What follows belongs to an exercise in optimizing a design on an open flow for small area, a short achievable clock period and few clock cycles per item; a production flow would make more cautious choices.
Only simulation tests tie the RTL to the original design; equivalence was not proved.

lane 1:
// sixel_color_conv
module sixel_color_conv (
    input  wire        clk,
    input  wire        rst,
    input  wire        in_valid,
    output wire        in_ready,
    input  wire        in_space,
    input  wire [8:0]  in_p0,
    input  wire [6:0]  in_p1,
    input  wire [6:0]  in_p2,
    output reg         out_valid,
    input  wire        out_ready,
    output wire [31:0] out_color
);
==> flow/config.mk <==
export PLATFORM = sky130hd
export DESIGN_NAME = sixel_color_conv
export DESIGN_NICKNAME = sixel_color_conv
export VERILOG_FILES = /design/flow/design.v
export SDC_FILE = /design/flow/constraint.sdc
export NUM_CORES = 4
export LEC_CHECK = 0
export ABC_AREA = 1
export CAP_MARGIN = 20
export CORE_MARGIN = 2
export CORE_UTILIZATION = 70
export CTS_CLUSTER_DIAMETER = 150
export CTS_CLUSTER_SIZE = 30
export SLEW_MARGIN = 20
==> flow/constraint.sdc <==
create_clock -name core_clock -period 32.0 [get_ports {clk}]
set_input_delay 6.4000 -clock core_clock [delete_from_list [all_inputs] [get_ports {clk}]]
set_output_delay 6.4000 -clock core_clock [all_outputs]
set_load 0.01 [all_outputs]
standard.sh (not shown) runs the stock make flow with config.mk's settings and CLKGATE_MAP_FILE= SYNTH_SCRIPT=/design/flow/synth_recipe.tcl, a recipe that flattens the netlist after the stock synthesis.
==> flow/flow/run.sh <==
#!/bin/bash
# The standard layout (the standard.sh, unchanged synthesis), with one
# change: the buffers ORFS puts on every input and output port are buf_2
# cells instead of the default pick. The make output goes to flow.log.
set -euo pipefail
bash standard.sh "BUFFER_PORTS_ARGS=-buffer_cell sky130_fd_sc_hd__buf_2" finish > flow.log 2>&1
Testbench counts of lane 1, summed over its fixed seeds: cycles 16,040, items 16,000.
## Diff of input files: lane 2 against lane 1
Settings: clearing CTS_CLUSTER_DIAMETER, which used to be 150; clearing CTS_CLUSTER_SIZE, which used to be 30; putting CTS_BUF_LIST at sky130_fd_sc_hd__clkbuf_8 where nothing was set.
[summary]
Lane 2 finished all stages; the layout is clean. From lane 1 to lane 2 the numbers moved as follows: depth of the CTS H-tree rose 1, sequential share of layout area fell 0.60 points, post-CTS setup buffer count about even. [diff] final standard cell area without fillers, lane 2 relative to lane 1: regression. Compare lane 1 and lane 2 | final worst slack lower: lane 2.


sixel_color_conv, a different RTL version from the one above (not shown whole).
For scale: about 2200 cells after synthesis, about 62 I/O pins.
clock: 32.0 ns
lec_check: 0
abc_area: 1
cap_margin: 20
core_margin: 2
core_utilization: 70
cts_cluster_diameter: 100
cts_cluster_size: 22
slew_margin: 65
run.sh (not shown) runs the stock make flow with config.mk's settings and CLKGATE_MAP_FILE= SYNTH_SCRIPT=/design/flow/synth_recipe.tcl, a recipe that flattens the netlist after the stock synthesis.
Stock flow here: none of the scripts above is used.
Testbench counts at the start, summed over its fixed seeds: cycles 16,040, items 16,000.
Rerun with:
==> flow/flow/run.sh (new file) <==
#!/bin/bash
# The standard layout (the standard.sh, unchanged synthesis), with one
# change: the buffers ORFS puts on every input and output port are buf_2
# cells instead of the default pick. The make output goes to flow.log.
set -euo pipefail
bash standard.sh "BUFFER_PORTS_ARGS=-buffer_cell sky130_fd_sc_hd__buf_2" finish > flow.log 2>&1
==> flow/standard.sh (new file) <==
#!/bin/bash
# synth_recipe.tcl (not shown) runs the flow's synth.tcl, then flattens the netlist and writes it again
# the make line also repeats each setting of config.mk as NAME=value (left out here)
make -C /OpenROAD-flow-scripts/flow DESIGN_CONFIG=/design/flow/config.mk WORK_HOME=/design/flow/orfs CLKGATE_MAP_FILE= SYNTH_SCRIPT=/design/flow/synth_recipe.tcl "${@:-finish}"
removed: flow/run.sh
Effect: Critical path depth is unchanged. Global-route usage goes down by 0.12 points. Via count barely changes. Synthesized area stays the same. Count of clock-buffer cells in the layout is unchanged. Sequential share of layout area went up by 0.43 points.


Setup of rev 12:
sixel_color_conv with an RTL version that a note above also has.
Size in the first run: ~2,200 cells after synthesis, about 220 flip-flops, roughly 62 I/O pins, about 0.019 sq mm of cells after synthesis.
Settings: LEC_CHECK=0, ABC_AREA=1, CAP_MARGIN=20, CORE_MARGIN=2, CORE_UTILIZATION=70, CTS_CLUSTER_DIAMETER=100, CTS_CLUSTER_SIZE=22, SLEW_MARGIN=20; clock period 32.0 ns.
standard.sh (not shown) runs the stock make flow with config.mk's settings and CLKGATE_MAP_FILE= SYNTH_SCRIPT=/design/flow/synth_recipe.tcl, a recipe that flattens the netlist after the stock synthesis.
==> flow/flow/run.sh <==
#!/bin/bash
# The standard layout (the standard.sh, unchanged synthesis), with one
# change: the buffers ORFS puts on every input and output port are buf_2
# cells instead of the default pick. The make output goes to flow.log.
set -euo pipefail
bash standard.sh "BUFFER_PORTS_ARGS=-buffer_cell sky130_fd_sc_hd__buf_2" finish > flow.log 2>&1
Testbench counts of rev 12, summed over its fixed seeds: cycles 16,040, items 16,000.
[inputs] rev 13 vs rev 12
==> flow/run.sh (new file) <==
#!/bin/bash
# synth_recipe.tcl (not shown) runs the flow's synth.tcl, then flattens the netlist and writes it again
# the make line also repeats each setting of config.mk as NAME=value (left out here)
make -C /OpenROAD-flow-scripts/flow DESIGN_CONFIG=/design/flow/config.mk WORK_HOME=/design/flow/orfs CLKGATE_MAP_FILE= SYNTH_SCRIPT=/design/flow/synth_recipe.tcl finish
removed: flow/flow/run.sh
removed: flow/standard.sh
Notes after the runs:
- Rev 13 finished every stage and its layout cleared the timing, DRC and antenna checks.
- [rev 13 vs rev 12] sequential share of cell area: lower in rev 13
- Changes observed in rev 13 relative to rev 12: final antenna diode count shows no meaningful change; via count flat; filler cell count -58; post-layout minimum cycle time went up by 0.62 ns.

-- what the ideal ports hide --
In the flow no input, the clock included, has a driving cell. The finished layouts below were timed again as built, in two steps.
Step 1, drivers: a clkbuf_16 drives clk and a buf_2 each remaining input, both assumed.
Step 2 times the ports against the registers' clock, not the clock port: input delays grow and output delays shrink by t, the midpoint of the rising clock arrivals with the driver on.
Three values: ideal ports, drivers, drivers and shift; two values: the first two.
| run | t, ns | setup slack, ns | clock arrival spread, ns |
|---|---|---|---|
| lane 1 | 0.531 | 24.541 / 24.510 / 24.089 | 0.018 / 0.018 |
| lane 2 | 0.576 | 24.523 / 24.474 / 24.059 | 0.016 / 0.016 |
| the first run of note 2 | 0.526 | 24.227 / 24.175 / 23.847 | 0.018 / 0.019 |
| the second run of note 2 | 0.528 | 24.592 / 24.543 / 24.168 | 0.019 / 0.020 |
| rev 12 | 0.540 | 24.553 / 24.498 / 24.089 | 0.026 / 0.025 |
| rev 13 | 0.541 | 23.934 / 23.962 / 23.421 | 0.022 / 0.022 |
After both steps every run listed still meets setup and hold. The setup slack of rev 13, which loses most, moves by +0.028 ns with the drivers and by -0.513 ns with both steps.
